What follows belongs to an exercise in optimizing a design on an open flow for small area and a short achievable clock period; a production flow would make more cautious choices.
Where RTL was checked, it was by simulation tests only, not by an equivalence proof against the original.
Function not checked in run 1: the RTL went through the layout flow alone.
Power is estimated from default activity; no workload was simulated.

File: design/flow/flow/run.sh
#!/bin/bash
# Layout flow: the standard ORFS flow (standard.sh), with the port
# buffers made from the smallest buffer cell instead of the resizer's
# default choice. Every input and output port still gets its buffer.
set -euo pipefail
export BUFFER_PORTS_ARGS="-buffer_cell sky130_fd_sc_hd__buf_1"
bash standard.sh > standard_flow.log 2>&1
File: design/flow/standard.sh
#!/bin/bash
# synth_recipe.tcl (not shown) runs the flow's synth.tcl, then flattens the netlist and writes it again
# the make line also repeats each setting of config.mk as NAME=value (left out here)
make -C /OpenROAD-flow-scripts/flow DESIGN_CONFIG=/design/flow/config.mk WORK_HOME=/design/flow/orfs CLKGATE_MAP_FILE= SYNTH_SCRIPT=/design/flow/synth_recipe.tcl "${@:-finish}"
File: design/flow/config.mk
export PLATFORM = sky130hd
export DESIGN_NAME = szservo_core
export DESIGN_NICKNAME = szservo_core
export VERILOG_FILES = /design/flow/design.v
export SDC_FILE = /design/flow/constraint.sdc
export NUM_CORES = 4
export LEC_CHECK = 0
export CAP_MARGIN = 20
export CORE_MARGIN = 2
export CORE_UTILIZATION = 40
export CTS_BUF_LIST = sky130_fd_sc_hd__clkbuf_16
export CTS_CLUSTER_DIAMETER = 100
export CTS_CLUSTER_SIZE = 30
export SETUP_SLACK_MARGIN = 3.0
export SLEW_MARGIN = 20
File: design/flow/constraint.sdc
create_clock -name core_clock -period 5.0 [get_ports {clk}]
set_input_delay 1.0000 -clock core_clock [delete_from_list [all_inputs] [get_ports {clk}]]
set_output_delay 1.0000 -clock core_clock [all_outputs]
set_load 0.01 [all_outputs]
File: design/flow/design.v
module szservo_core (
    input  wire           clk,
    input  wire           rst,           
    input  wire           start,         
    input  wire           init,          
    input  wire           busy,          
    input  wire [767:0]   data,          
    output wire           ready,
    output wire           initialized,
    output wire           sclk,
    output wire           cs_n,
    output wire           sdo
);
    localparam integer C  = 32;
    localparam integer W  = 24;
    localparam integer L  = C * W;
    localparam integer RL = 16;          
    localparam integer NR = L / RL;      
    reg s_idle, s_setup, s_hold, s_delay, s_blo, s_bhi;
    reg csn_r;
    reg nld;                 
    reg [1:0] div_cnt;
    reg [4:0] bit_cnt;
    reg       init_latched;
    reg       initialized_r;
    reg       nrdy;          
    reg       ninit;         
    reg       sdo_r;
    reg       sh;            
    wire tick         = (div_cnt == 2'd0);
    wire word_zero;
    wire init_pending = (init | init_latched) & ~initialized_r;
    wire req          = start | init_pending;
    wire bit_zero     = (bit_cnt == 5'd0);
    wire div_load = (s_idle & req) | s_setup | s_hold | (s_bhi & busy & ~word_zero);
    wire go_setup = (s_idle & req) | s_hold | (s_bhi & busy & ~word_zero);
    wire go_hold  = s_setup & ~bit_zero;
    wire go_delay = s_setup & bit_zero;
    wire go_blo   = s_delay | (s_blo & busy);
    wire go_bhi   = (s_blo & ~busy) | (s_bhi & ~busy);
    wire go_idle  = (s_idle & ~req) | (s_bhi & busy & word_zero);
    wire n_idle   = tick ? go_idle  : s_idle;
    wire n_setup  = tick ? go_setup : s_setup;
    wire n_hold   = tick ? go_hold  : s_hold;
    wire n_delay  = tick ? go_delay : s_delay;
    wire n_initl  = init_latched | init;
    wire n_inited = initialized_r | (tick & s_bhi & busy & word_zero & init_pending);
    wire n_sh     = (div_cnt == 2'd1) & (s_hold | s_delay);
    reg  [L-1:0] rg;
    reg          ph0;        
    wire [L-1:0] rot;
    wire [NR-1:0] tap;
    genvar gr, gi;
    generate
        for (gr = 0; gr < NR; gr = gr + 1) begin : g_ring
            for (gi = 0; gi < RL; gi = gi + 1) begin : g_bit
                assign rot[gr*RL + gi] = rg[gr*RL + ((gi + RL - 1) % RL)];
            end
            assign tap[gr] = rg[gr*RL + RL - 1];
        end
    endgenerate
    always @(posedge clk) begin
        rg <= ~((data | {L{nld}}) & (rot | {L{s_idle}}));
        ph0 <= ~s_idle & ~ph0;
    end
    reg  [9:0]    f;         
    reg           fnone;     
    reg  [3:0]    fq;        
    reg           nb1, v1;   
    reg           nb2, v2;   
    assign word_zero = fnone;
    wire fv   = ~fnone & (tap[f[9:4]] ^ ~ph0);
    wire hit  = fnone | (fq == 4'd0);
    wire byp  = sh & ~v1;
    wire a_v  = sh ? v2 : v1;
    wire a_d  = sh ? nb2 : nb1;
    wire b_v  = sh ? 1'b0 : v2;
    wire take = hit & (byp | ~(a_v & b_v));
    wire put  = take & ~byp;
    always @(posedge clk) begin
        if (s_idle) begin
            nb1   <= init_pending ? data[W-2] : data[L-2];
            v1    <= 1'b1;
            v2    <= 1'b0;
            f     <= init_pending ? W - 3 : L - 3;
            fq    <= init_pending ? 4'd6 : 4'd14;    
            fnone <= 1'b0;
        end else begin
            nb1 <= (put & ~a_v) ? fv : a_d;
            v1  <= a_v | put;
            if (put & a_v)
                nb2 <= fv;
            v2  <= b_v | (put & a_v);
            if (!take)
                fq <= fq + 1'b1;
            if (take) begin
                f <= f - 1'b1;
                if (f == 10'd0)
                    fnone <= 1'b1;
            end
        end
    end
    always @(posedge clk) begin
        if (rst) begin
            s_idle        <= 1'b1;
            s_setup       <= 1'b0;
            s_hold        <= 1'b0;
            s_delay       <= 1'b0;
            s_blo         <= 1'b0;
            s_bhi         <= 1'b0;
            csn_r         <= 1'b1;
            nld           <= 1'b0;
            div_cnt       <= 2'd0;
            init_latched  <= 1'b0;
            initialized_r <= 1'b0;
            nrdy          <= 1'b0;
            ninit         <= 1'b1;
            sdo_r         <= 1'b0;
            sh            <= 1'b0;
        end else begin
            if (!tick)
                div_cnt <= div_cnt - 1'b1;
            else if (div_load)
                div_cnt <= 2'd3;
            init_latched  <= n_initl;
            initialized_r <= n_inited;
            s_idle  <= n_idle;
            nld     <= ~n_idle;
            s_setup <= n_setup;
            s_hold  <= n_hold;
            s_delay <= n_delay;
            csn_r   <= ~(n_setup | n_hold | n_delay);
            nrdy    <= ~n_idle | (n_initl & ~n_inited);
            ninit   <= ~n_inited;
            sh      <= n_sh;
            if (tick) begin
                s_blo <= go_blo;
                s_bhi <= go_bhi;
            end
            if (s_idle) begin
                if (tick)
                    sdo_r <= init_pending ? data[W-1] : (start & data[L-1]);
            end else if (sh)
                sdo_r <= v1 ? nb1 : fv;
        end
    end
    always @(posedge clk) begin
        if (tick) begin
            if (s_idle | (s_bhi & busy))
                bit_cnt <= W - 1;
            else if (s_hold)
                bit_cnt <= bit_cnt - 1'b1;
        end
    end
    assign sclk        = s_setup;
    assign cs_n        = csn_r;
    assign sdo         = sdo_r;
    assign ready       = ~(start | nrdy | (init & ninit));
    assign initialized = initialized_r;
endmodule
==> results of run 1 <==
## per-stage QoR
stage / total power, mW / utilization
finish: 15.64 / 0.4830
global route: 16.43 / 0.4829
CTS: 15.67 / 0.4814
detailed placement: 12.51 / 0.4624
global placement: 12.41 / 0.4624
floorplan: 11.41 / -
## cells in the mapped netlist, types with 6 or more instances
cell / number / area share
dfxtp_1: 788 / 0.68
o22ai_1: 768 / 0.21
clkbuf_1: 160 / 0.026
nor2_1: 30 / 0.0048
nand2_1: 22 / 0.0036
edfxtp_1: 21 / 0.027
a21oi_1: 20 / 0.0043
buf_1: 18 / 0.0029
inv_1: 16 / 0.0026
ha_1: 8 / 0.0043
o21ai_0: 7 / 0.0015
xnor2_1: 7 / 0.0026
mux2i_1: 6 / 0.0026
mux4_1: 6 / 0.0068
mux4_2: 6 / 0.0058
nand2b_1: 6 / 0.0016
nor3_1: 6 / 0.0013
## cell type report
class | instances | area, sq um | area share
multi-input combinational | 940 | 6120 | 0.2200
antenna | 12 | 30.03 | 0.001080
timing repair buffer | 809 | 3367 | 0.1210
tap | 765 | 957.2 | 0.03441
inverter | 17 | 63.81 | 0.002294
clock buffer | 31 | 775.7 | 0.02789
clock inverter | 7 | 81.33 | 0.002924
sequential | 809 | 16420 | 0.5903
## registers in the layout (all words and copies together) (netlist names), 2 cells and up
register / flops
bit_cnt: 5
div_cnt: 2
f: 10
fq: 4
rg: 768
## cell families after synthesis
family / share of synthesized area
AOI/OAI and AO/OA: 0.2190
DFF: 0.7064
muxes: 0.01519
xor gates and xnor gates: 0.004526
buffers and inverters: 0.03222
and+or+nand+nor: 0.01832
adders and majority gates: 0.004310
## per-layer routing
metal / routed length (um) / track usage
met1: 28760 / 0.2706
met3: 4904 / 0.05303
met2: 35160 / 0.3876
met4: 2096 / 0.06761
met5: 103 / 0
## critical path: cells and delay by family
kind / cells / cell delay (ns)
compound gates: 1 / 0.18
buf+inv: 2 / 0.26
## path summary, 6_finish.rpt
path,from,endpoint,slack [ns],cells after the start
min reg2reg,rg[641]$_DFF_P_,rg[642]$_DFF_P_,0.41,1
min,rg[641]$_DFF_P_,rg[642]$_DFF_P_,0.41,1
max reg2reg,f[4]$_SDFFCE_PP1P_,sdo_r$_SDFFE_PP0P_,2.63,7
max,init,ready,2.55,3
## report_power, final
part	switching [mW]	internal, mW	leakage [nW]	total [mW]
registers	0.836	8.46	6.84	9.30
logic	1.80	1.44	2.68	3.25
clock network	1.90	1.19	0.431	3.09
total	4.54	11.1	9.95	15.6
## repair_timing
action,CTS,global route
buffers inserted,16,1
endpoints found under the setup margin,581,82
gates resized for setup,30,7
pin swaps,3,7
==> impl_metrics.tcl, run 1 <==
set metrics [dict create \
    status "no timing/DRC/antenna violations" \
    wl_per_cell_um 20.95 \
    worstSetupPathType "in2out" \
    synthCells 1946 \
    setup_tns_ns 0 \
    endpoint_kind "primary output" \
    syn_area_per_cell_sq_um 11.93 \
    cts_buffers 31 \
    place_congestion 0.9232 \
    cp_data_arrival_time_ns 1.45 \
    critPathSlowestCell "a211oi_4" \
    dp_cells 3323 \
    ioPinCount 778 \
    port_buffers 777 \
    setup_viol 0 \
    mostFrequentLayoutCells "782 x dfxtp_1, 770 x buf_1, 768 x o22ai_1" \
    rsz0062_at_grt "true" \
    ys.flop_type "dfxtp_1" \
    synthesis.nets 2727 \
    drive_gt1_frac 0.04095 \
    routed_via_density 5.263 \
    drcViolationCount 0 \
    hold_viol 0 \
    relSlewSlack 0.4005 \
    fillCellCount 5402 \
    finalCritPeriodShare 0.4892 \
    cpPeakStageDelay_ns 0.18 \
    critPathMaxFanout 2 \
    grt_pass1_wl_mm 103.4 \
    tightest_slew_ns 0.8993 \
    drtPass1Iterations 6 \
    fin_cells 3390 \
    final_common_cell "dfxtp_1" \
    hold_ws_ns 0.4109 \
    htree_levels 1 \
    cellPowerDensity_nw_per_um2 562.2 \
    grt_max_degree 192 \
    fin_ws_ns 2.554 \
    place_hpwl_mm 50.97 \
    core-area_sq_um 57590 \
    postLayoutCellArea_sq_um 27820 \
    vdd_drop_max_mv 0.3359 \
    die_h_um 245.0 \
    fin_nets 3389 \
    place_ws_ns 1.868 \
    ant_nets 0 \
    rows 88 \
    dpl_cell_area_sq_um 26630 \
    p_leak_nw 9.952 \
    slew_violations 0 \
    num_vias 17840 \
    clk_pin_slew_ns 0.11 \
    critPathLaunchType "input port" \
    cts_hold_buf 0 \
    grt_overflow 0 \
    path_cells "buf_8, a211oi_4, buf_2" \
    cp_data_required_time_ns 4.00 \
    ys_ff_latch 809 \
    wirelength_mm 71.03 \
    syn_to_final_growth_pct 19.77 \
    clock_sinks 809 \
    grt_antenna_before_repair 17 \
    clockBufferDepth 3 \
    clk_latency_ns 0.63 \
    netlist_area_sq_um 23220 \
    yosys_warnings 1 \
    grt_pass1_vias 17700 \
    cap_violations 0 \
    worstHoldPathType "reg2reg" \
    cts_tree "yes" \
    dr.first_iter.drc_count 981 \
    clockRootBuffer "clkbuf_16" \
    synth_enable_flop_cells 21 \
    ys_seq_area_frac 0.7064 \
    track_usage 0.2220 \
    max_freq_mhz 408.8 \
    period_minus_slack_ns 2.446 \
    start_util 0.4033 \
    fp.dieW_um 245.0 \
    dieArea_sq_um 60000 \
    fin_skew_ns 0.02136 \
    synth_cell_types 45 \
    ys_async_sr_fraction 0 \
]
==> inputs of run 2 (changes only) <==
--- a/design/flow/design.v
+++ b/design/flow/design.v
@@ -47,7 +47,6 @@
     wire n_inited = initialized_r | (tick & s_bhi & busy & word_zero & init_pending);
     wire n_sh     = (div_cnt == 2'd1) & (s_hold | s_delay);
     reg  [L-1:0] rg;
-    reg          ph0;        
     wire [L-1:0] rot;
     wire [NR-1:0] tap;
     genvar gr, gi;
@@ -61,7 +60,6 @@
     endgenerate
     always @(posedge clk) begin
         rg <= ~((data | {L{nld}}) & (rot | {L{s_idle}}));
-        ph0 <= ~s_idle & ~ph0;
     end
     reg  [9:0]    f;         
     reg           fnone;     
@@ -69,7 +67,7 @@
     reg           nb1, v1;   
     reg           nb2, v2;   
     assign word_zero = fnone;
-    wire fv   = ~fnone & (tap[f[9:4]] ^ ~ph0);
+    wire fv   = ~fnone & (tap[f[9:4]] ^ f[0]);
     wire hit  = fnone | (fq == 4'd0);
     wire byp  = sh & ~v1;
     wire a_v  = sh ? v2 : v1;
--- a/design/flow/config.mk
+++ b/design/flow/config.mk
@@ -11,5 +11,6 @@
 export CTS_BUF_LIST = sky130_fd_sc_hd__clkbuf_16
 export CTS_CLUSTER_DIAMETER = 100
 export CTS_CLUSTER_SIZE = 30
+export PLACE_DENSITY = 0.85
 export SETUP_SLACK_MARGIN = 3.0
 export SLEW_MARGIN = 20
==> run 2 against run 1 <==
  * Critical endpoint unchanged
  * Clock skew up 0.016 ns
  * Sequential share of layout area down 0.39 points
  * Still clean on timing, DRC and antenna
  * Largest cell class unchanged
  * Die area about the same
  * Flip-flop and latch count down 1
  * Register-to-register slack worse by 0.10 ns
  * Highest routed layer unchanged
==> impl_metrics.tcl, run 2 <==
set metrics [dict create \
    synth_cell_types 44 \
    p_int_mw 11.09 \
    syn_to_final_growth_pct 20.49 \
    ioPinCount 778 \
    clk_latency_ns 0.65 \
    place_congestion 0.8808 \
    worst_r2r_endpoint "sdo_r$_SDFFE_PP0P_" \
    ys_async_sr_fraction 0 \
    setup_tns_ns 0 \
    drcViolationCount 0 \
    routed_via_density 5.369 \
    grt_max_degree 179 \
    mostFrequentLayoutCells "782 x dfxtp_1, 770 x buf_1, 768 x o22ai_1" \
    status "no timing/DRC/antenna violations" \
    syn_area_per_cell_sq_um 11.91 \
    path_cells "buf_8, a211oi_4, buf_6" \
    fin_ws_ns 2.487 \
    dieArea_sq_um 59960 \
    r2r-start "f[4]$_SDFFCE_PP1P_" \
    ant_nets 0 \
    setup_viol 0 \
    relSlewSlack 0.5519 \
    hold_viol 0 \
    rsz0062_at_grt "true" \
    wirelength_mm 68.73 \
    critPathMaxFanout 2 \
    port_buffers 777 \
    cp-startpoint "init" \
    start_util 0.4038 \
    yosys_warnings 1 \
    ys_top_cells_by_area "dfxtp_1 68%, o22ai_1 21%, edfxtp_1 2.7%, clkbuf_1 2.5%, mux4_1 0.68%" \
    num_vias 18300 \
    ys.flop_type "dfxtp_1" \
    cts_buffers 31 \
    period_minus_slack_ns 2.513 \
    power_frac_seq 0.593 \
    synth_enable_flop_cells 21 \
    reg_top3 "rg x768, f x10, bit_cnt x5" \
    worstHoldPathType "reg2reg" \
    cp_data_required_time_ns 4.00 \
    die_h_um 244.9 \
    worstSetupPathType "in2out" \
    vdd_drop_max_mv 0.3898 \
    cellPowerDensity_nw_per_um2 562.1 \
    dr.first_iter.drc_count 1022 \
    endpoint_kind "primary output" \
    netlist_area_sq_um 23210 \
    fin_skew_ns 0.03704 \
    p_leak_nw 10.06 \
    top_register "rg" \
    synthesis.nets 2730 \
    grt_antenna_before_repair 8 \
    cts_tree "yes" \
    grt_pass1_wl_mm 97.88 \
    share_comb_of_total_power 0.214 \
    tightest_slew_ns 0.6722 \
    netSwitchingPower_mw 4.628 \
    yosys.cell_count.top_type "dfxtp_1" \
    reg2reg_slack_ns 2.53 \
    dp_cells 3335 \
    finalCritPeriodShare 0.5026 \
    rr_worst_depth 8 \
    slew_violations 0 \
    largest_reg_flops 768 \
    cp_data_arrival_time_ns 1.51 \
    place_ws_ns 1.650 \
    ys_seq_area_frac 0.7061 \
    p_clk_frac 0.193 \
    postLayoutCellArea_sq_um 27960 \
    critPathSlowestCell "a211oi_4" \
    fin_cells 3409 \
    grt_overflow 0 \
    rows 88 \
    cpPeakStageDelay_ns 0.26 \
    drive_gt1_frac 0.04746 \
    dpl_cell_area_sq_um 26660 \
    fin_nets 3410 \
    hold_start "rg[286]$_DFF_P_" \
    drtPass1Iterations 5 \
    critPathLaunchType "input port" \
    clockRootBuffer "clkbuf_16" \
    synth_top_area_cell "dfxtp_1" \
    clock_sinks 808 \
    final_common_cell "dfxtp_1" \
    synth_commonest_cells "787 x dfxtp_1, 768 x o22ai_1, 156 x clkbuf_1, 28 x nand2_1, 27 x nor2_1" \
    wl_per_cell_um 20.16 \
    synth_top_area_share 0.6789 \
    hold_depth 1 \
    core-area_sq_um 57480 \
    clockBufferDepth 3 \
    max_freq_mhz 398.0 \
    ys_ff_latch 808 \
    cts_hold_buf 0 \
    grt_pass1_vias 17700 \
    htree_levels 1 \
    clk_pin_slew_ns 0.11 \
    track_usage 0.2103 \
    hold_path_end "rg[287]$_DFF_P_" \
    place_hpwl_mm 48.38 \
    synthCells 1949 \
    cap_violations 0 \
    fp.dieW_um 244.9 \
    switching_share 0.2944 \
]
-- run 2: cells by family after synthesis --
kind of cell | share of synthesized area
compound gates | 0.2176
flops | 0.7061
buf+inv | 0.03224
simple gates | 0.02044
mux | 0.01477
xor+xnor | 0.004529
fa+ha+maj | 0.004314
-- run 2: worst max-delay path by stage --
| stage | to | slack [ns] | cells past startpoint |
|---|---|---|---|
| after global placement | sdo_r$_SDFFE_PP0P_ | 1.76 | 7 |
| after global routing | sdo_r$_SDFFE_PP0P_ | 2.43 | 8 |
| after CTS | sdo_r$_SDFFE_PP0P_ | 2.51 | 8 |
| after floorplan | sdo_r$_SDFFE_PP0P_ | 2.76 | 7 |
| final | ready | 2.49 | 3 |
| after detailed placement | sdo_r$_SDFFE_PP0P_ | 1.65 | 7 |
-- run 2: layout make-up --
class	count	area, sq um
Timing Repair Buffer	829	3575
Tap cell	765	957.2
Multi-Input combinational cell	944	6115
Clock buffer	31	775.7
Fill cell	5037	29510
Antenna cell	10	25.02
Inverter	15	60.06
Sequential cell	808	16400
Clock inverter	7	56.30
-- run 2: layer usage --
metal  routed length [um]  global-route usage
met1                27360              0.2544
met2                32720              0.3452
met3                 5106             0.05347
met4                 3509              0.1107
met5                   38                   0
-- run 2: what timing repair did --
action,4_1_cts,5_1_grt
gates resized for setup,28,10
buffers inserted,18,6
pin swaps,1,1
gates cloned,1,1
endpoints found under the setup margin,279,32
-- run 2: power by group through the flow --
stage,logic (mW),clock network [mW],registers (mW)
2_1_floorplan,2.40,0,9.00
3_3_place_gp,2.98,0,9.46
3_5_place_dp,3.08,0,9.48
4_1_cts,3.30,3.10,9.30
5_1_grt,3.67,3.31,9.47
6_report,3.36,3.03,9.33
-- run 2: per-stage QoR --
stage	hold WS, ns	power, mW	util
2_1_floorplan	0.3991	11.40	-
3_3_place_gp	0.3999	12.45	0.4639
3_5_place_dp	0.4039	12.56	0.4639
4_1_cts	0.4123	15.70	0.4840
5_1_grt	0.4199	16.46	0.4863
6_report	0.4032	15.72	0.4865
-- run 2: worst max-delay path: cells and delay by family --
kind                   cells  cell delay, ns
buffers and inverters      2            0.25
AO/OA/AOI/OAI              1            0.26
==> inputs of run 3 (changes only) <==
--- a/design/flow/config.mk
+++ b/design/flow/config.mk
@@ -11,6 +11,5 @@
 export CTS_BUF_LIST = sky130_fd_sc_hd__clkbuf_16
 export CTS_CLUSTER_DIAMETER = 100
 export CTS_CLUSTER_SIZE = 30
-export PLACE_DENSITY = 0.85
 export SETUP_SLACK_MARGIN = 3.0
 export SLEW_MARGIN = 20
==> run 3 against run 2 <==
  * Still clean
  * Via count is 1.9% lower
  * First-iteration DRC count is 9.1% higher
  * Flip-flop and latch count stayed put
  * Hold slack better by 0.0029 ns
  * Register-to-register slack better by 0.08 ns
  * Clock skew is 0.0083 ns lower
  * Final cell count is 0.26% lower
  * Critical path depth stayed put
  * Die area stayed put
  * Clock-buffer cell count is 6 higher
  * Clock power is 13% higher
==> impl_metrics.tcl, run 3 <==
set metrics [dict create \
    status "no timing/DRC/antenna violations" \
    clk_latency_ns 0.58 \
    critPathLaunchType "input port" \
    cts_tree "yes" \
    core-area_sq_um 57480 \
    cp_data_required_time_ns 4.00 \
    ys_async_sr_fraction 0 \
    synthesis.nets 2730 \
    top_register "rg" \
    r2r-start "f[4]$_SDFFCE_PP1P_" \
    place_hpwl_mm 50.36 \
    syn_area_per_cell_sq_um 11.91 \
    total_power_mw 16.01 \
    wirelength_mm 72.05 \
    hold_viol 0 \
    drcViolationCount 0 \
    cp_data_arrival_time_ns 1.43 \
    grt_pass1_vias 17800 \
    path_buf_inv 2 \
    yosys.cell_count.top_type "dfxtp_1" \
    synth_top_area_share 0.6789 \
    tightest_slew_ns 0.6868 \
    wl_per_cell_um 21.19 \
    fin_ws_ns 2.566 \
    hold_depth 1 \
    period_minus_slack_ns 2.434 \
    ys_top_cells_by_area "dfxtp_1 68%, o22ai_1 21%, edfxtp_1 2.7%, clkbuf_1 2.5%, mux4_1 0.68%" \
    fin_skew_ns 0.02877 \
    dieArea_sq_um 59960 \
    p_leak_nw 10.05 \
    drtPass1Iterations 4 \
    rows 88 \
    setup_tns_ns 0 \
    port_buffers 777 \
    die_h_um 244.9 \
    worstSetupPathType "in2out" \
    fin_nets 3396 \
    ant_nets 0 \
    netlist_area_sq_um 23210 \
    start_util 0.4038 \
    fp.dieW_um 244.9 \
    synth_commonest_cells "787 x dfxtp_1, 768 x o22ai_1, 156 x clkbuf_1, 28 x nand2_1, 27 x nor2_1" \
    num_vias 17950 \
    endpoint_kind "primary output" \
    cts_buffers 35 \
    synth_enable_flop_cells 21 \
    grt_overflow 0 \
    grt_antenna_before_repair 8 \
    track_usage 0.2225 \
    dr.first_iter.drc_count 1115 \
    critPathTopFamily "buffers and inverters" \
    relSlewSlack 0.5421 \
    clock_sinks 808 \
    setup_viol 0 \
    worst_r2r_endpoint "sdo_r$_SDFFE_PP0P_" \
    critPathMaxFanout 2 \
    path_cells "buf_8, a211oi_4, buf_2" \
    drive_gt1_frac 0.04459 \
    grt_pass1_wl_mm 103.2 \
    yosys_warnings 1 \
    final_common_cell "dfxtp_1" \
    place_ws_ns 1.678 \
    synth_top_area_cell "dfxtp_1" \
    clockRootBuffer "clkbuf_16" \
    cap_violations 0 \
    vdd_drop_max_mv 0.3591 \
    ioPinCount 778 \
    cpPeakStageDelay_ns 0.18 \
    ys.flop_type "dfxtp_1" \
    place_congestion 0.8911 \
    rsz0062_at_grt "true" \
    clk_pin_slew_ns 0.11 \
    critPathSlowestCell "a211oi_4" \
    rr_worst_depth 7 \
    syn_to_final_growth_pct 20.74 \
    htree_levels 2 \
    finalCritPeriodShare 0.4869 \
    max_freq_mhz 410.8 \
    ys_seq_area_frac 0.7061 \
    cellPowerDensity_nw_per_um2 571.4 \
    synthCells 1949 \
    largest_reg_flops 768 \
    routed_via_density 5.280 \
    slew_violations 0 \
    grt_max_degree 264 \
    reg2reg_slack_ns 2.61 \
    synth_cell_types 44 \
    hold_path_end "rg[306]$_DFF_P_" \
    worstHoldPathType "reg2reg" \
    clockBufferDepth 3 \
    mostFrequentLayoutCells "781 x dfxtp_1, 770 x buf_1, 768 x o22ai_1" \
    hold_start "rg[305]$_DFF_P_" \
    reg_top3 "rg x768, f x10, bit_cnt x5" \
    ys_ff_latch 808 \
]
==> run 3: cell counts after synthesis <==
Identical to the previous run, type by type.
==> run 3: worst max path at each step <==
| stage | depth (start not counted) | slack (ns) | endpoint | start |
|---|---|---|---|---|
| 5_1_grt | 7 | 2.52 | sdo_r$_SDFFE_PP0P_ | f[4]$_SDFFCE_PP1P_ |
| 6_report | 3 | 2.57 | ready | init |
| 3_5_place_dp | 7 | 1.68 | sdo_r$_SDFFE_PP0P_ | f[4]$_SDFFCE_PP1P_ |
| 3_3_place_gp | 7 | 1.80 | sdo_r$_SDFFE_PP0P_ | f[4]$_SDFFCE_PP1P_ |
| 2_1_floorplan | 7 | 2.76 | sdo_r$_SDFFE_PP0P_ | init |
| 4_1_cts | 3 | 2.54 | ready | init |
==> run 3: cell type report <==
class / count / area (sq um)
multi-input cells: 944 / 6122
flip-flops and latches: 808 / 16400
fillers: 5428 / 29460
clock inverters: 9 / 120.1
inverters: 15 / 56.30
repair buffers: 811 / 3412
diodes: 11 / 27.53
clock buffers: 37 / 925.9
well taps: 765 / 957.2
==> run 3: routing by layer <==
layer / vias up / routed length [um] / global-route usage
met1: 8570 / 29300 / 0.2675
met2: 540 / 36000 / 0.3862
met4: 4 / 1926 / 0.07371
li1: 8733 / - / -
met5: - / 26 / 0
met3: 106 / 4798 / 0.05828
==> run 3: kinds of logic (layout without fill, tap and decap cells) <==
kind of cell	count (synthesis)	in the layout	synth area share
flip-flops	808	808	0.7061
AND/OR/NAND/NOR	98	98	0.02044
other	0	11	0
XOR/XNOR	12	12	0.004529
multiplexers	17	17	0.01477
adder cells (fa/ha/maj)	8	8	0.004314
AO/OA/AOI/OAI	809	809	0.2176
buffers and inverters	197	872	0.03224
==> run 3: timing repair <==
item                       in CTS  in global routing
pin swaps                       3                  2
setup buffers                  14                  2
resized for setup              31                  6
gates cloned                    0                  2
setup endpoints to repair     347                 55
hold buffers                    0                  0
==> run 3: worst reg2reg max path: cells and delay by family (launching register included) <==
kind / cells / cell delay, ns
buffers and inverters: 1 / 0.16
and+or+nand+nor: 4 / 0.76
muxes: 2 / 1.03
DFF: 1 / 0.42
==> run 3: where the power goes <==
part           total, mW  switching, mW  leakage [nW]  internal, mW
Combinational       3.34           1.86          2.71          1.48
Sequential          9.23          0.784          6.83          8.45
Clock               3.43           2.05         0.511          1.39
Total               16.0           4.69          10.1          11.3
==> run 3: through the flow <==
step / std cells / util / instance area (sq um) / hold WS (ns)
after floorplan: 1949 / - / 23220 / 0.3991
after global placement: 3325 / 0.4630 / 26610 / 0.4002
after detailed placement: 3325 / 0.4630 / 26610 / 0.4037
after CTS: 3385 / 0.4855 / 27900 / 0.4075
after global routing: 3395 / 0.4873 / 28010 / 0.4223
final: 3400 / 0.4875 / 28020 / 0.4061
==> inputs of run 4 (changes only) <==
--- a/design/flow/config.mk
+++ b/design/flow/config.mk
@@ -8,8 +8,8 @@
 export CAP_MARGIN = 20
 export CORE_MARGIN = 2
 export CORE_UTILIZATION = 40
-export CTS_BUF_LIST = sky130_fd_sc_hd__clkbuf_16
-export CTS_CLUSTER_DIAMETER = 100
-export CTS_CLUSTER_SIZE = 30
+export CTS_BUF_LIST = sky130_fd_sc_hd__clkbuf_8
+export CTS_CLUSTER_DIAMETER = 60
+export CTS_CLUSTER_SIZE = 18
 export SETUP_SLACK_MARGIN = 3.0
 export SLEW_MARGIN = 20
==> run 4 against run 3 <==
  * Final cell count up 0.76%
  * Synthesized area unchanged
  * Final area fell by 0.49%
  * Critical path depth unchanged
  * Core utilization shrank 0.24 points
  * Hold slack gained 0.0015 ns
  * Highest routed layer unchanged
==> impl_metrics.tcl, run 4 <==
set metrics [dict create \
    clockBufferDepth 3 \
    yosys.cell_count.top_type "dfxtp_1" \
    reg2reg_slack_ns 2.61 \
    synth_commonest_cells "787 x dfxtp_1, 768 x o22ai_1, 156 x clkbuf_1, 28 x nand2_1, 27 x nor2_1" \
    rows 88 \
    ys_ff_latch 808 \
    port_buffers 777 \
    place_hpwl_mm 50.36 \
    hold_viol 0 \
    r2r-start "f[4]$_SDFFCE_PP1P_" \
    fin_skew_ns 0.02926 \
    ys_seq_area_frac 0.7061 \
    tightest_slew_ns 0.6851 \
    drcViolationCount 0 \
    top_register "rg" \
    clockRootBuffer "clkbuf_8" \
    ys_async_sr_fraction 0 \
    reg_top3 "rg x768, f x10, bit_cnt x5" \
    critPathLaunchType "input port" \
    vdd_drop_max_mv 0.3269 \
    worstSetupPathType "in2out" \
    hold_path_end "rg[708]$_DFF_P_" \
    mostFrequentLayoutCells "780 x dfxtp_1, 770 x buf_1, 768 x o22ai_1" \
    synth_top_area_share 0.6789 \
    setup_viol 0 \
    grt_pass1_wl_mm 104.0 \
    synth_cell_types 44 \
    dr.first_iter.drc_count 973 \
    relSlewSlack 0.5433 \
    grt_max_degree 246 \
    rsz0062_at_grt "true" \
    dp_cells 3325 \
    dieArea_sq_um 59960 \
    grt_antenna_before_repair 9 \
    ioPinCount 778 \
    clk_pin_slew_ns 0.11 \
    die_h_um 244.9 \
    grt_pass1_vias 17920 \
    grt_overflow 0 \
    hold_depth 1 \
    fp.dieW_um 244.9 \
    netlist_area_sq_um 23210 \
    final_common_cell "dfxtp_1" \
    clock_sinks 808 \
    slew_violations 0 \
    clk_latency_ns 0.68 \
    worstHoldPathType "reg2reg" \
    endpoint_kind "primary output" \
    period_minus_slack_ns 2.466 \
    synth_enable_flop_cells 21 \
    wl_per_cell_um 21.05 \
    fin_nets 3415 \
    synth_top_area_cell "dfxtp_1" \
    start_util 0.4038 \
    largest_reg_flops 768 \
    ys.flop_type "dfxtp_1" \
    cp_data_arrival_time_ns 1.47 \
    place_congestion 0.8911 \
    cts_tree "yes" \
    cts_buffers 54 \
    p_leak_nw 10.02 \
    routed_via_density 5.241 \
    track_usage 0.2243 \
    yosys_warnings 1 \
    finalCritPeriodShare 0.4931 \
    rr_worst_depth 7 \
    cellPowerDensity_nw_per_um2 562.0 \
    num_vias 17960 \
    syn_to_final_growth_pct 20.15 \
    drive_gt1_frac 0.05251 \
    fin_cells 3426 \
    wirelength_mm 72.12 \
    cap_violations 0 \
    ys_top_cells_by_area "dfxtp_1 68%, o22ai_1 21%, edfxtp_1 2.7%, clkbuf_1 2.5%, mux4_1 0.68%" \
    core-area_sq_um 57480 \
    drtPass1Iterations 6 \
    cts_hold_buf 0 \
    hold_start "rg[707]$_DFF_P_" \
    synthesis.nets 2730 \
    max_freq_mhz 405.6 \
    ant_nets 0 \
    critPathMaxFanout 2 \
    status "no timing/DRC/antenna violations" \
    setup_tns_ns 0 \
    synthCells 1949 \
    hold_ws_ns 0.4077 \
    cp_data_required_time_ns 4.00 \
    worst_r2r_endpoint "sdo_r$_SDFFE_PP0P_" \
    htree_levels 2 \
    syn_area_per_cell_sq_um 11.91 \
]
-- run 4: cell families (layout without fill, tap and decap cells) --
logic type / count (synthesis) / in the layout / share of synthesized area
AOI/OAI and AO/OA: 809 / 809 / 0.2176
xor gates and xnor gates: 12 / 12 / 0.004529
adders and majority gates: 8 / 8 / 0.004314
buffers and inverters: 197 / 895 / 0.03224
DFF: 808 / 808 / 0.7061
muxes: 17 / 17 / 0.01477
other: 0 / 14 / 0
and+or+nand+nor: 98 / 98 / 0.02044
-- run 4: through the flow --
stage	worst slack (ns)	total power, mW	utilization	area, sq um
finish	2.534	15.67	0.4851	27880
global route	2.519	16.50	0.4848	27860
CTS	2.536	15.73	0.4835	27790
detailed placement	1.678	12.48	0.4630	26610
global placement	1.796	12.40	0.4630	26610
floorplan	2.759	11.40	-	23220
-- run 4: how the worst max path moves through the flow --
stage,start,endpoint,slack [ns],depth (start not counted)
after CTS,init,ready,2.54,3
final,init,ready,2.53,3
after detailed placement,f[4]$_SDFFCE_PP1P_,sdo_r$_SDFFE_PP0P_,1.68,7
after global routing,f[4]$_SDFFCE_PP1P_,sdo_r$_SDFFE_PP0P_,2.52,7
after global placement,f[4]$_SDFFCE_PP1P_,sdo_r$_SDFFE_PP0P_,1.80,7
after floorplan,init,sdo_r$_SDFFE_PP0P_,2.76,7
-- run 4: report_power, final --
| part | internal (mW) | leakage, nW | total, mW | switching (mW) |
|---|---|---|---|---|
| Combinational | 1.49 | 2.72 | 3.36 | 1.86 |
| Clock | 1.06 | 0.465 | 3.08 | 2.01 |
| Sequential | 8.45 | 6.83 | 9.23 | 0.782 |
| Total | 11.0 | 10.0 | 15.7 | 4.66 |
-- run 4: layer usage --
| layer | track usage | vias to the layer above | routed length [um] |
|---|---|---|---|
| met3 | 0.06243 | 100 | 5194 |
| met4 | 0.07335 | 4 | 1730 |
| li1 | - | 8762 | - |
| met2 | 0.3884 | 575 | 36100 |
| met1 | 0.2683 | 8514 | 29070 |
| met5 | 0 | - | 24 |
-- run 4: final cells by class --
| cell class | count | area (sq um) |
|---|---|---|
| Antenna cell | 14 | 35.03 |
| Clock buffer | 57 | 784.5 |
| Clock inverter | 12 | 103.9 |
| Fill cell | 5444 | 29590 |
| Inverter | 15 | 56.30 |
| Multi-Input combinational cell | 944 | 6120 |
| Sequential cell | 808 | 16400 |
| Tap cell | 765 | 957.2 |
| Timing Repair Buffer | 811 | 3426 |
-- run 4: repair_timing --
action,in CTS,in global routing
endpoints found under the hold margin,0,0
cloned,1,1
resized for setup,32,2
buffers inserted,14,2
setup endpoints to repair,390,31
pin swaps,3,1
-- run 4: worst max-delay path: stages --
cell and delay, ns:
buf_8 0.10, a211oi_4 0.21, buf_2 0.16
==> inputs of run 5 (changes only) <==
--- a/design/flow/design.v
+++ b/design/flow/design.v
@@ -69,26 +69,25 @@
     assign word_zero = fnone;
     wire fv   = ~fnone & (tap[f[9:4]] ^ f[0]);
     wire hit  = fnone | (fq == 4'd0);
-    wire byp  = sh & ~v1;
     wire a_v  = sh ? v2 : v1;
     wire a_d  = sh ? nb2 : nb1;
     wire b_v  = sh ? 1'b0 : v2;
-    wire take = hit & (byp | ~(a_v & b_v));
-    wire put  = take & ~byp;
+    wire take = hit & ~(a_v & b_v);
     always @(posedge clk) begin
         if (s_idle) begin
             nb1   <= init_pending ? data[W-2] : data[L-2];
+            nb2   <= init_pending ? data[W-3] : data[L-3];
             v1    <= 1'b1;
-            v2    <= 1'b0;
-            f     <= init_pending ? W - 3 : L - 3;
-            fq    <= init_pending ? 4'd6 : 4'd14;    
+            v2    <= 1'b1;
+            f     <= init_pending ? W - 4 : L - 4;
+            fq    <= init_pending ? 4'd5 : 4'd13;    
             fnone <= 1'b0;
         end else begin
-            nb1 <= (put & ~a_v) ? fv : a_d;
-            v1  <= a_v | put;
-            if (put & a_v)
+            nb1 <= (take & ~a_v) ? fv : a_d;
+            v1  <= a_v | take;
+            if (take & a_v)
                 nb2 <= fv;
-            v2  <= b_v | (put & a_v);
+            v2  <= b_v | (take & a_v);
             if (!take)
                 fq <= fq + 1'b1;
             if (take) begin
@@ -139,7 +138,7 @@
                 if (tick)
                     sdo_r <= init_pending ? data[W-1] : (start & data[L-1]);
             end else if (sh)
-                sdo_r <= v1 ? nb1 : fv;
+                sdo_r <= nb1;
         end
     end
     always @(posedge clk) begin
--- a/design/flow/config.mk
+++ b/design/flow/config.mk
@@ -9,7 +9,7 @@
 export CORE_MARGIN = 2
 export CORE_UTILIZATION = 40
 export CTS_BUF_LIST = sky130_fd_sc_hd__clkbuf_8
-export CTS_CLUSTER_DIAMETER = 60
-export CTS_CLUSTER_SIZE = 18
+export CTS_CLUSTER_DIAMETER = 50
+export CTS_CLUSTER_SIZE = 16
 export SETUP_SLACK_MARGIN = 3.0
 export SLEW_MARGIN = 20
==> run 5 against run 4 <==
  * Sequential share of layout area is 1.5 points lower
  * Non-clock buffer count is 9 higher
  * Final area is 2.6% higher
  * Synthesized area hardly changed
  * Register-to-register slack better by 0.08 ns
  * Hold slack worse by 0.010 ns
  * Critical path depth stayed put
  * Core utilization is 1.3 points higher
  * Global-route usage is 1.3 points higher
  * Combinational power hardly changed
  * Setup slack better by 0.0076 ns
==> impl_metrics.tcl, run 5 <==
set metrics [dict create \
    status "no timing/DRC/antenna violations" \
    hold_viol 0 \
    worstHoldPathType "reg2reg" \
    num_vias 18390 \
    grt_pass1_wl_mm 108.6 \
    ys_top_cells_by_area "dfxtp_1 68%, o22ai_1 21%, clkbuf_1 2.8%, edfxtp_1 2.7%, mux4_2 0.68%" \
    mostFrequentLayoutCells "780 x dfxtp_1, 770 x buf_1, 768 x o22ai_1" \
    tightest_slew_ns 0.7963 \
    setup_viol 0 \
    ant_nets 0 \
    dr.first_iter.drc_count 996 \
    synth_commonest_cells "787 x dfxtp_1, 768 x o22ai_1, 174 x clkbuf_1, 24 x nor2_1, 21 x edfxtp_1" \
    cp_data_required_time_ns 4.00 \
    wl_per_cell_um 21.59 \
    cts_hold_buf 0 \
    synth_enable_flop_cells 21 \
    core-area_sq_um 57480 \
    die_h_um 244.8 \
    drive_gt1_frac 0.07344 \
    ys.flop_type "dfxtp_1" \
    cts_buffers 72 \
    drcViolationCount 0 \
    fin_nets 3433 \
    dp_cells 3320 \
    fillCellCount 5376 \
    cellPowerDensity_nw_per_um2 587.0 \
    cpMostUsedCell "buf_2" \
    critPathMaxFanout 5 \
    syn_area_per_cell_sq_um 11.96 \
    synth_top_area_cell "dfxtp_1" \
    grt_pass1_vias 18520 \
    syn_to_final_growth_pct 23.32 \
    wirelength_mm 75.09 \
    synthesis.nets 2721 \
    rows 88 \
    cap_violations 0 \
    reg_top3 "rg x768, f x10, bit_cnt x5" \
    netlist_area_sq_um 23200 \
    setup_tns_ns 0 \
    slew_violations 0 \
    clockRootBuffer "clkbuf_8" \
    clock_sinks 808 \
    vdd_drop_max_mv 0.3126 \
    period_minus_slack_ns 2.458 \
    p_leak_nw 10.32 \
    fp.dieW_um 244.8 \
    routed_via_density 5.288 \
    worstSetupPathType "in2out" \
    endpoint_kind "primary output" \
    grt_antenna_before_repair 14 \
    port_buffers 777 \
    utilization 0.4977 \
    final_common_cell "dfxtp_1" \
    critPathLaunchType "input port" \
    finalCritPeriodShare 0.4916 \
    multi_input_area_sq_um 6122 \
    fin_skew_ns 0.02957 \
    max_freq_mhz 406.8 \
    yosys.cell_count.top_type "dfxtp_1" \
    cpPeakStageDelay_ns 0.16 \
    ioPinCount 778 \
    fin_cells 3478 \
    grt_overflow 0 \
    synth_cell_types 45 \
    htree_levels 3 \
    place_hpwl_mm 53.41 \
    top_register "rg" \
    clk_latency_ns 0.67 \
    ys_async_sr_fraction 0 \
    ys_seq_area_frac 0.7064 \
    start_util 0.4036 \
    cp_data_arrival_time_ns 1.46 \
    yosys_warnings 1 \
    ys_ff_latch 808 \
    fin_ws_ns 2.542 \
    largest_reg_flops 768 \
    critPathSlowestCell "buf_2" \
    rsz0062_at_grt "true" \
    place_congestion 0.9369 \
    grt_max_degree 183 \
    synth_top_area_share 0.6792 \
    clockBufferDepth 3 \
    relSlewSlack 0.4691 \
    path_buf_inv 2 \
    clk_pin_slew_ns 0.10 \
    dieArea_sq_um 59930 \
    cts_tree "yes" \
    path_cells "buf_2, a211oi_4, buf_2" \
    drtPass1Iterations 5 \
    place_ws_ns 2.268 \
    ff_latch_area_sq_um 16400 \
    synthCells 1940 \
    track_usage 0.2370 \
    critPathTopFamily "buffers and inverters" \
]
## run 5: cell count changes in the layout (fill, tap and decap cells not counted), sizes merged, moves of 3 or more
cell	delta
nand2b	-5
inv	+14
bufinv	+5
nor3b	+4
diode	+3
nand2	-9
buf	+9
clkbuf	+20
nor2b	-5
nor2	-3
clkinv	+7
clkinvlp	+5
## run 5: worst register-to-register path, delay by kind of cell (launching register included)
family	cells	cell delay, ns
simple gates	1	0.08
compound gates	2	0.37
mux	3	0.87
buf+inv	2	0.29
flops	1	0.45
## run 5: path summary, 6_finish.rpt
path / from / end / slack (ns) / depth (start not counted)
hold reg to reg: rg[361]$_DFF_P_ / rg[362]$_DFF_P_ / 0.40 / 1
setup reg to reg: f[4]$_SDFFCE_PP1P_ / nb2$_DFFE_PP_ / 2.69 / 8
setup / recovery: start / ready / 2.54 / 3
hold / removal: rg[361]$_DFF_P_ / rg[362]$_DFF_P_ / 0.40 / 1
## run 5: per-stage QoR
stage | total power [mW] | hold WS [ns] | area (sq um)
6_report | 16.79 | 0.3975 | 28600
5_1_grt | 17.62 | 0.4143 | 28580
4_1_cts | 16.81 | 0.3975 | 28460
3_5_place_dp | 12.59 | 0.4039 | 26640
3_3_place_gp | 12.49 | 0.4004 | 26640
2_1_floorplan | 11.46 | 0.3991 | 23220
## run 5: cell families after synthesis
family,Yosys count,synth area share
mux,18,0.01510
compound gates,814,0.2195
flops,808,0.7064
simple gates,82,0.01737
fa+ha+maj,8,0.004315
xor+xnor,11,0.004153
buf+inv,199,0.03317
## run 5: metal layers
layer  global-route usage  vias to the layer above  wire length [um]
li1                     -                     8845                 -
met1               0.2861                     8784             30590
met2               0.4058                      627             37590
met3              0.06046                      129              4891
met4              0.08967                        6              1974
met5                    0                        -                41
## run 5: final cells by class
type,count,area share
Clock inverter,41,0.01583
Sequential cell,808,0.5734
Multi-Input combinational cell,933,0.2140
Tap cell,765,0.03346
Inverter,17,0.002231
Timing Repair Buffer,820,0.1225
Clock buffer,77,0.03705
Antenna cell,17,0.001487
## run 5: report_power, final
| part | internal (mW) | switching (mW) |
|---|---|---|
| clock | 1.77 | 2.32 |
| combinational | 1.53 | 1.85 |
| sequential | 8.46 | 0.868 |
## run 5: repair_timing
item	CTS	global route
resized for setup	30	13
setup buffers	17	4
pin swaps	5	3
setup endpoints to repair	267	170
gates cloned	1	1
==> inputs of run 6 (changes only) <==
--- a/design/flow/config.mk
+++ b/design/flow/config.mk
@@ -8,8 +8,9 @@
 export CAP_MARGIN = 20
 export CORE_MARGIN = 2
 export CORE_UTILIZATION = 40
-export CTS_BUF_LIST = sky130_fd_sc_hd__clkbuf_8
-export CTS_CLUSTER_DIAMETER = 50
-export CTS_CLUSTER_SIZE = 16
+export CTS_BUF_LIST = sky130_fd_sc_hd__clkbuf_16
+export CTS_CLUSTER_DIAMETER = 100
+export CTS_CLUSTER_SIZE = 30
+export GPL_TIMING_DRIVEN = 0
 export SETUP_SLACK_MARGIN = 3.0
 export SLEW_MARGIN = 20
==> run 6 against run 5 <==
  * Fmax up 0.53%
  * Clock power down 25%
  * Core utilization down 0.50 points
  * Flip-flop and latch count unchanged
  * Largest power group unchanged
==> impl_metrics.tcl, run 6 <==
set metrics [dict create \
    hold_depth 1 \
    synthesis.nets 2721 \
    wirelength_mm 79.84 \
    synth_top_area_cell "dfxtp_1" \
    fp.dieW_um 244.8 \
    drive_gt1_frac 0.05389 \
    clockBufferDepth 3 \
    ys_top_cells_by_area "dfxtp_1 68%, o22ai_1 21%, clkbuf_1 2.8%, edfxtp_1 2.7%, mux4_2 0.68%" \
    yosys_warnings 1 \
    core-area_sq_um 57480 \
    die_h_um 244.8 \
    syn_area_per_cell_sq_um 11.96 \
    dr.first_iter.drc_count 1026 \
    postLayoutCellArea_sq_um 28320 \
    utilization 0.4927 \
    grt_pass1_wl_mm 115.3 \
    grt_antenna_before_repair 23 \
    grt_max_degree 32 \
    grt_pass1_vias 18920 \
    r2r-start "f[4]$_SDFFCE_PP1P_" \
    hold_path_end "rg[255]$_DFF_P_" \
    path_cells "buf_6, a211oi_4, buf_2" \
    routed_via_density 5.319 \
    p_leak_nw 10.13 \
    setup_tns_ns 0 \
    port_buffers 777 \
    ant_nets 0 \
    start_util 0.4036 \
    track_usage 0.2535 \
    cp_data_arrival_time_ns 1.45 \
    fin_cells 3551 \
    tightest_slew_ns 0.6604 \
    reg2reg_slack_ns 2.62 \
    grt_overflow 0 \
    cts_tree "yes" \
    fin_skew_ns 0.01706 \
    vdd_drop_max_mv 0.3555 \
    max_freq_mhz 409.0 \
    cts_hold_buf 0 \
    endpoint_kind "primary output" \
    ys.flop_type "dfxtp_1" \
    dp_cells 3482 \
    worst_r2r_endpoint "nb1$_DFFE_PP_" \
    rsz0062_at_grt "true" \
    period_minus_slack_ns 2.445 \
    drcViolationCount 0 \
    hold_start "rg[254]$_DFF_P_" \
    grt.busiest_layer "met2" \
    path_buf_inv 2 \
    place_hpwl_mm 63.12 \
    synth_top_area_share 0.6792 \
    clockRootBuffer "clkbuf_16" \
    status "no timing/DRC/antenna violations" \
    synth_commonest_cells "787 x dfxtp_1, 768 x o22ai_1, 174 x clkbuf_1, 24 x nor2_1, 21 x edfxtp_1" \
    clock_sinks 808 \
    critPathLaunchType "input port" \
    netlist_area_sq_um 23200 \
    setup_viol 0 \
    clk_pin_slew_ns 0.11 \
    top_register "rg" \
    wl_per_cell_um 22.48 \
    final_common_cell "dfxtp_1" \
    dieArea_sq_um 59930 \
    ys_async_sr_fraction 0 \
    slew_violations 0 \
    cts_buffers 31 \
    critPathSlowestCell "a211oi_4" \
    place_congestion 0.9947 \
    mostFrequentLayoutCells "784 x dfxtp_1, 775 x buf_1, 768 x o22ai_1" \
    worstHoldPathType "reg2reg" \
    synthCells 1940 \
    cellPowerDensity_nw_per_um2 562.7 \
    gr-usage-met1 0.3129 \
    worstSetupPathType "in2out" \
    grt_use_met2 0.4439 \
    ys_ff_latch 808 \
    rows 88 \
    syn_to_final_growth_pct 22.07 \
    cp_data_required_time_ns 4.00 \
    htree_levels 1 \
    reg_top3 "rg x768, f x10, bit_cnt x5" \
    num_vias 18890 \
    clk_latency_ns 0.64 \
    ioPinCount 778 \
    largest_reg_flops 768 \
    synth_cell_types 45 \
    critPathTopFamily "buffers and inverters" \
    relSlewSlack 0.5597 \
    dpl_cell_area_sq_um 27090 \
    rr_worst_depth 8 \
    yosys.cell_count.top_type "dfxtp_1" \
    cpPeakStageDelay_ns 0.17 \
    grt_use_met3 0.05532 \
    fin_nets 3541 \
    critPathMaxFanout 3 \
    ys_seq_area_frac 0.7064 \
    drtPass1Iterations 5 \
    cap_violations 0 \
    synth_enable_flop_cells 21 \
    finalCritPeriodShare 0.4890 \
    hold_viol 0 \
]
-- run 6: timing repair --
item,4_1_cts,5_1_grt
pin swaps,3,8
endpoints found under the setup margin,720,300
buffers inserted,8,2
resized for setup,56,85
-- run 6: routing by layer --
| metal | wire, um | up-vias |
|---|---|---|
| met4 | 1680 | 14 |
| met3 | 5385 | 104 |
| li1 | - | 9040 |
| met2 | 39930 | 641 |
| met5 | 98 | - |
| met1 | 32750 | 9090 |
-- run 6: worst max path at each step --
| stage | end | cells past startpoint | startpoint |
|---|---|---|---|
| 2_1_floorplan | ready | 1 | init |
| 3_3_place_gp | rg[630]$_DFF_P_ | 4 | nld$_SDFF_PP0_ |
| 3_5_place_dp | rg[630]$_DFF_P_ | 4 | s_idle$_SDFF_PP1_ |
| 4_1_cts | nb1$_DFFE_PP_ | 8 | f[4]$_SDFFCE_PP1P_ |
| 5_1_grt | nb2$_DFFE_PP_ | 8 | f[4]$_SDFFCE_PP1P_ |
| 6_report | ready | 3 | init |
-- run 6: layout make-up --
cell class	instances	area, sq um
fillers	5408	29160
clock inverters	7	52.55
multi-input cells	933	6172
flip-flops and latches	808	16390
plain buffers	182	797.0
repair buffers	787	3053
inverters	17	63.81
well taps	765	957.2
diodes	21	52.55
clock buffers	31	775.7
-- run 6: logic make-up after synthesis --
group | after synthesis | synth area share
adders and majority gates | 8 | 0.004315
and+or+nand+nor | 82 | 0.01737
DFF | 808 | 0.7064
xor gates and xnor gates | 11 | 0.004153
muxes | 18 | 0.01510
AOI/OAI and AO/OA | 814 | 0.2195
buffers and inverters | 199 | 0.03317
-- run 6: where the power goes --
part	total (mW)	switching, mW	internal, mW
Sequential	9.20	0.750	8.45
Clock	3.07	1.94	1.14
Combinational	3.66	2.10	1.55
-- run 6: stage by stage --
stage	setup WS [ns]	hold slack (ns)	total power, mW
detailed placement	2.287	0.4036	12.79
CTS	2.541	0.4145	15.91
floorplan	2.783	0.3991	11.46
global route	2.482	0.4251	16.74
finish	2.555	0.4128	15.93
global placement	2.351	0.4009	12.63
==> inputs of run 7 (changes only) <==
--- a/design/flow/config.mk
+++ b/design/flow/config.mk
@@ -10,7 +10,6 @@
 export CORE_UTILIZATION = 40
 export CTS_BUF_LIST = sky130_fd_sc_hd__clkbuf_16
 export CTS_CLUSTER_DIAMETER = 100
-export CTS_CLUSTER_SIZE = 30
-export GPL_TIMING_DRIVEN = 0
+export CTS_CLUSTER_SIZE = 32
 export SETUP_SLACK_MARGIN = 3.0
 export SLEW_MARGIN = 20
==> run 7 against run 6 <==
  * Still clean
  * Synthesized area stayed put
  * Combinational power is 7.1% lower
  * Routed wire length fell by 7.1%
  * Critical endpoint unchanged
  * Largest power group unchanged
==> impl_metrics.tcl, run 7 <==
set metrics [dict create \
    status "no timing/DRC/antenna violations" \
    clockBufferDepth 3 \
    synthCells 1940 \
    cts_tree "yes" \
    die_h_um 244.8 \
    syn_to_final_growth_pct 20.65 \
    mostFrequentLayoutCells "781 x dfxtp_1, 770 x buf_1, 768 x o22ai_1" \
    power_frac_seq 0.588 \
    ys_top_cells_by_area "dfxtp_1 68%, o22ai_1 21%, clkbuf_1 2.8%, edfxtp_1 2.7%, mux4_2 0.68%" \
    fillCellCount 5431 \
    synth_commonest_cells "787 x dfxtp_1, 768 x o22ai_1, 174 x clkbuf_1, 24 x nor2_1, 21 x edfxtp_1" \
    fin_nets 3389 \
    netSwitchingPower_mw 4.672 \
    clk_pin_slew_ns 0.11 \
    final_common_cell "dfxtp_1" \
    place_ws_ns 2.268 \
    fin_ws_ns 2.559 \
    critPathLaunchType "input port" \
    yosys_warnings 1 \
    place_congestion 0.9369 \
    switching_share 0.2944 \
    setup_viol 0 \
    period_minus_slack_ns 2.441 \
    largest_reg_flops 768 \
    cap_violations 0 \
    total_power_mw 15.87 \
    path_buf_inv 2 \
    slew_violations 0 \
    clockRootBuffer "clkbuf_16" \
    multi_input_area_sq_um 6153 \
    reg_top3 "rg x768, f x10, bit_cnt x5" \
    rsz0062_at_grt "true" \
    clk_latency_ns 0.63 \
    setup_tns_ns 0 \
    dr.first_iter.drc_count 1139 \
    ioPinCount 778 \
    drive_gt1_frac 0.04702 \
    grt_pass1_wl_mm 107.2 \
    grt_overflow 0 \
    synthesis.nets 2721 \
    synth_top_area_share 0.6792 \
    dieArea_sq_um 59930 \
    wl_per_cell_um 21.84 \
    ys_seq_area_frac 0.7064 \
    ys.flop_type "dfxtp_1" \
    synth_cell_types 45 \
    cellPowerDensity_nw_per_um2 567.1 \
    cp_data_required_time_ns 4.00 \
    cts_hold_buf 0 \
    routed_via_density 5.338 \
    top_register "rg" \
    ys_async_sr_fraction 0 \
    syn_area_per_cell_sq_um 11.96 \
    num_vias 18140 \
    critPathSlowestCell "a211oi_4" \
    core-area_sq_um 57480 \
    p_int_mw 11.20 \
    place_hpwl_mm 53.41 \
    ys_ff_latch 808 \
    ant_nets 0 \
    drcViolationCount 0 \
    dp_cells 3320 \
    fp.dieW_um 244.8 \
    track_usage 0.2316 \
    htree_levels 1 \
    fin_cells 3398 \
    fin_skew_ns 0.02846 \
    grt_antenna_before_repair 15 \
    cp_data_arrival_time_ns 1.44 \
    relSlewSlack 0.4788 \
    wirelength_mm 74.20 \
    netlist_area_sq_um 23200 \
    synth_top_area_cell "dfxtp_1" \
    path_cells "buf_8, a211oi_4, buf_2" \
    grt_max_degree 183 \
    drtPass1Iterations 5 \
    critPathTopFamily "buffers and inverters" \
    endpoint_kind "primary output" \
    hold_viol 0 \
    share_comb_of_total_power 0.214 \
    cpPeakStageDelay_ns 0.18 \
    vdd_drop_max_mv 0.3945 \
    p_leak_nw 9.984 \
    cts_buffers 30 \
    start_util 0.4036 \
    port_buffers 777 \
    worstSetupPathType "in2out" \
    yosys.cell_count.top_type "dfxtp_1" \
    clock_sinks 808 \
    max_freq_mhz 409.7 \
    finalCritPeriodShare 0.4881 \
    synth_enable_flop_cells 21 \
    tightest_slew_ns 0.7817 \
    rows 88 \
    ff_latch_area_sq_um 16400 \
    critPathMaxFanout 2 \
    grt_pass1_vias 18070 \
    worstHoldPathType "reg2reg" \
    p_clk_frac 0.198 \
]
run 7: cell type report:
type / instances / area share
repair buffers: 818 / 0.1246
multi-input cells: 933 / 0.2199
inverters: 17 / 0.002280
flip-flops and latches: 808 / 0.5860
clock buffers: 31 / 0.02772
clock inverters: 9 / 0.003756
diodes: 17 / 0.001520
well taps: 765 / 0.03420
run 7: stage by stage:
step	util	hold slack (ns)	area, sq um
after floorplan	-	0.3991	23220
after global placement	0.4636	0.4004	26640
after detailed placement	0.4636	0.4039	26640
after CTS	0.4841	0.4045	27820
after global routing	0.4866	0.4019	27970
final	0.4869	0.3979	27990
run 7: timing repair:
item | in CTS | in global routing
resized for setup | 34 | 17
buffers inserted | 16 | 3
pin swaps | 6 | 6
gates cloned | 1 | 1
endpoints found under the setup margin | 216 | 169
run 7: routing by layer:
| metal | wire length [um] | up-vias | GRT usage | part of all wire |
|---|---|---|---|---|
| li1 | - | 8716 | - | - |
| met1 | 30310 | 8738 | 0.2847 | 0.41 |
| met2 | 37160 | 577 | 0.4043 | 0.50 |
| met3 | 4827 | 101 | 0.05084 | 0.065 |
| met4 | 1863 | 6 | 0.07120 | 0.025 |
| met5 | 42 | - | 0 | 0.00057 |
run 7: final timing paths:
path | start | to | slack, ns | cells after the start
max | init | ready | 2.56 | 3
min | rg[544]$_DFF_P_ | rg[545]$_DFF_P_ | 0.40 | 1
max reg2reg | f[4]$_SDFFCE_PP1P_ | nb2$_DFFE_PP_ | 2.73 | 7
min reg2reg | rg[544]$_DFF_P_ | rg[545]$_DFF_P_ | 0.40 | 1
run 7: cells by family after synthesis:
kind of cell               count (synthesis)  share of synthesized area
AOI/OAI and AO/OA                        814                     0.2195
xor gates and xnor gates                  11                   0.004153
adders and majority gates                  8                   0.004315
buffers and inverters                    199                    0.03317
DFF                                      808                     0.7064
muxes                                     18                    0.01510
and+or+nand+nor                           82                    0.01737
run 7: worst reg2reg max path: cells and delay by family, from the launching register on:
family                 cells  cell delay (ns)
buffers and inverters      1             0.14
AOI/OAI and AO/OA          2             0.32
DFF                        1             0.44
and+or+nand+nor            1             0.07
muxes                      3             1.05
run 7: power by group through the flow:
stage / registers [mW] / clock network (mW) / logic (mW)
floorplan: 9.02 / 0 / 2.45
global placement: 9.48 / 0 / 3.01
detailed placement: 9.47 / 0 / 3.12
CTS: 9.33 / 3.22 / 3.31
global route: 9.50 / 3.44 / 3.71
finish: 9.33 / 3.14 / 3.40
==> inputs of run 8 (changes only) <==
--- a/design/flow/config.mk
+++ b/design/flow/config.mk
@@ -10,6 +10,6 @@
 export CORE_UTILIZATION = 40
 export CTS_BUF_LIST = sky130_fd_sc_hd__clkbuf_16
 export CTS_CLUSTER_DIAMETER = 100
-export CTS_CLUSTER_SIZE = 32
+export CTS_CLUSTER_SIZE = 30
 export SETUP_SLACK_MARGIN = 3.0
 export SLEW_MARGIN = 20
==> run 8 against run 7 <==
  * Synthesized cell count stayed put
  * Hold slack better by 0.0034 ns
  * Register-to-register slack hardly changed
  * Via count is 0.20% higher
  * First-iteration DRC count is 9.7% lower
  * Critical endpoint unchanged
  * Sequential power hardly changed
  * Non-clock buffer count is 1 lower
  * Largest power group unchanged
  * Total power is 1.3% higher
  * Largest cell class unchanged
  * Critical path type unchanged
  * Clock power is 8.0% higher
  * Setup slack better by 0.0038 ns
  * Clock-buffer cell count is 6 higher
  * Global-route usage is 0.19 points higher
  * Highest routed layer unchanged
==> impl_metrics.tcl, run 8 <==
set metrics [dict create \
    cp_data_arrival_time_ns 1.44 \
    fin_nets 3392 \
    htree_levels 2 \
    cts_tree "yes" \
    vdd_drop_max_mv 0.4132 \
    fin_skew_ns 0.02508 \
    dr.first_iter.drc_count 1029 \
    drtPass1Iterations 5 \
    setup_viol 0 \
    synth_top_area_cell "dfxtp_1" \
    core-area_sq_um 57480 \
    r2r-start "f[4]$_SDFFCE_PP1P_" \
    wl_per_cell_um 21.86 \
    rr_worst_depth 7 \
    hold_depth 1 \
    worst_r2r_endpoint "nb2$_DFFE_PP_" \
    synth-simple-area-share 0.01737 \
    slew_violations 0 \
    clk_latency_ns 0.57 \
    syn_area_per_cell_sq_um 11.96 \
    netSwitchingPower_mw 4.726 \
    cellPowerDensity_nw_per_um2 572.8 \
    rows 88 \
    routed_via_density 5.337 \
    power_frac_seq 0.580 \
    grt_antenna_before_repair 16 \
    synth_cell_types 45 \
    status "no timing/DRC/antenna violations" \
    fp.dieW_um 244.8 \
    hold_start "rg[549]$_DFF_P_" \
    p_clk_frac 0.210 \
    num_vias 18170 \
    synth_top_family_by_area "compound AO/OA/AOI/OAI gates" \
    synth_top_area_share 0.6792 \
    cap_violations 0 \
    tightest_slew_ns 0.7388 \
    ys_top_cells_by_area "dfxtp_1 68%, o22ai_1 21%, clkbuf_1 2.8%, edfxtp_1 2.7%, mux4_2 0.68%" \
    switching_share 0.2938 \
    ys_async_sr_fraction 0 \
    worstSetupPathType "in2out" \
    synth_xor_area_frac 0.004153 \
    ys_seq_area_frac 0.7064 \
    netlist_area_sq_um 23200 \
    ys.flop_type "dfxtp_1" \
    hold_path_end "rg[550]$_DFF_P_" \
    p_int_mw 11.36 \
    mostFrequentLayoutCells "781 x dfxtp_1, 770 x buf_1, 768 x o22ai_1" \
    max_freq_mhz 410.4 \
    synthesis.nets 2721 \
    synthCells 1940 \
    clockBufferDepth 3 \
    drcViolationCount 0 \
    synth_commonest_cells "787 x dfxtp_1, 768 x o22ai_1, 174 x clkbuf_1, 24 x nor2_1, 21 x edfxtp_1" \
    setup_tns_ns 0 \
    reg2reg_slack_ns 2.73 \
    cts_buffers 34 \
    utilization 0.4886 \
    yosys_warnings 1 \
    hold_ws_ns 0.4013 \
    place_hpwl_mm 53.41 \
    worstHoldPathType "reg2reg" \
    synth_compound_area_frac 0.2195 \
    ioPinCount 778 \
    synthMuxAreaShare 0.01510 \
    hold_viol 0 \
    yosys.cell_count.top_type "dfxtp_1" \
    track_usage 0.2335 \
    grt_pass1_vias 18150 \
    final_common_cell "dfxtp_1" \
    critPathLaunchType "input port" \
    finalCritPeriodShare 0.4873 \
    grt_overflow 0 \
    clk_pin_slew_ns 0.11 \
    relSlewSlack 0.5074 \
    place_congestion 0.9369 \
    period_minus_slack_ns 2.437 \
    ant_nets 0 \
    wirelength_mm 74.44 \
    dieArea_sq_um 59930 \
    top_register "rg" \
    endpoint_kind "primary output" \
    clock_sinks 808 \
    syn_to_final_growth_pct 21.06 \
    clockRootBuffer "clkbuf_16" \
    reg_top3 "rg x768, f x10, bit_cnt x5" \
    cp_data_required_time_ns 4.00 \
    share_comb_of_total_power 0.210 \
    critPathMaxFanout 2 \
    largest_reg_flops 768 \
    p_leak_nw 10.03 \
    die_h_um 244.8 \
    rsz0062_at_grt "true" \
    port_buffers 777 \
    grt_max_degree 183 \
    grt_pass1_wl_mm 107.4 \
    start_util 0.4036 \
    drive_gt1_frac 0.04731 \
    synthAdderAreaFrac 0.004315 \
    synth_enable_flop_cells 21 \
    ys_ff_latch 808 \
]
[run 8: changes by cell type in the layout (fill, tap and decap cells not counted), sizes merged]
cell	before	now
clkbuf	32	38
inv	20	23
diode	17	19
buf	816	815
bufinv	1	0
clkinv	4	3
clkinvlp	1	0
[run 8: cells by family after synthesis]
family,Yosys count
AOI/OAI and AO/OA,814
xor gates and xnor gates,11
adders and majority gates,8
buffers and inverters,199
DFF,808
muxes,18
and+or+nand+nor,82
[run 8: power groups by stage]
stage / registers (mW) / clock network [mW] / logic [mW]
6_report: 9.32 / 3.39 / 3.38
5_1_grt: 9.50 / 3.69 / 3.69
4_1_cts: 9.33 / 3.47 / 3.31
3_5_place_dp: 9.47 / 0 / 3.12
3_3_place_gp: 9.48 / 0 / 3.01
2_1_floorplan: 9.02 / 0 / 2.45
[run 8: routing by layer]
| layer | vias to the layer above | global-route usage | share of wire |
|---|---|---|---|
| met5 | - | 0 | 0.00058 |
| met4 | 6 | 0.08572 | 0.031 |
| met3 | 120 | 0.05543 | 0.065 |
| met2 | 585 | 0.4010 | 0.49 |
| met1 | 8736 | 0.2846 | 0.41 |
| li1 | 8727 | - | - |
[run 8: worst max-delay path by stage]
stage / from / slack [ns] / endpoint
finish: init / 2.56 / ready
global route: init / 2.54 / ready
CTS: init / 2.52 / ready
detailed placement: f[4]$_SDFFCE_PP1P_ / 2.27 / nb2$_DFFE_PP_
global placement: f[5]$_DFFE_PP_ / 2.32 / nb1$_DFFE_PP_
floorplan: init / 2.78 / ready
[run 8: stage by stage]
stage	power, mW	cell area [sq um]	instances	setup slack [ns]
2_1_floorplan	11.46	23220	1940	2.783
3_3_place_gp	12.49	26640	3320	2.322
3_5_place_dp	12.59	26640	3320	2.268
4_1_cts	16.11	27950	3383	2.525
5_1_grt	16.87	28060	3396	2.545
6_report	16.08	28080	3405	2.563
[run 8: area by class of cell]
type	instances	area, sq um
tap	765	957.2
timing repair buffer	817	3476
clock inverter	9	90.09
multi-input combinational	933	6121
clock buffer	37	925.9
antenna	19	47.55
sequential	808	16400
fill	5419	29390
inverter	17	63.81
[run 8: worst max-delay path: stages]
cell      delay (ns)
buf_8           0.10
a211oi_4        0.18
buf_2           0.16
[run 8: repair_timing]
item / 4_1_cts / 5_1_grt
buffers inserted: 16 / 2
cloned: 1 / 1
pin swaps: 6 / 5
hold buffers: 0 / 0
gates resized for setup: 33 / 11
endpoints found under the setup margin: 213 / 169

## static timing again, ports no longer ideal
No port has a modelled driver above. Below, the same layouts with a new extraction and two added sets of constraints.
Step 1 sets driving cells, clkbuf_16 on the clock port and buf_2 on the other inputs (assumed; they add their load-dependent delay and slew).
Step 2, shift: input delay + t, output delay - t, t = (earliest + latest rising clock arrival at the registers) / 2. This alone moves slack from input paths to output paths.
a / b / c = no drivers / after step 1 / after step 2; a / b = the first two.
run | shift t [ns] | slack for setup (ns) | worst data-port slew with drivers (ns)
run 1 | 0.684 | 2.554 / 2.515 / 2.515 | 0.13
run 2 | 0.693 | 2.487 / 2.438 / 2.437 | 0.14
run 3 | 0.633 | 2.566 / 2.524 / 2.314 | 0.12
run 4 | 0.728 | 2.534 / 2.492 / 2.335 | 0.13
run 5 | 0.712 | 2.542 / 2.507 / 2.507 | 0.12
run 6 | 0.684 | 2.555 / 2.511 / 2.511 | 0.13
run 7 | 0.678 | 2.559 / 2.504 / 2.504 | 0.12
run 8 | 0.623 | 2.563 / 2.508 / 2.508 | 0.12
After both steps setup and hold are still met in every run listed. For run 3, which loses most, drivers alone change the setup slack by -0.042 ns; drivers and shift together by -0.252 ns.
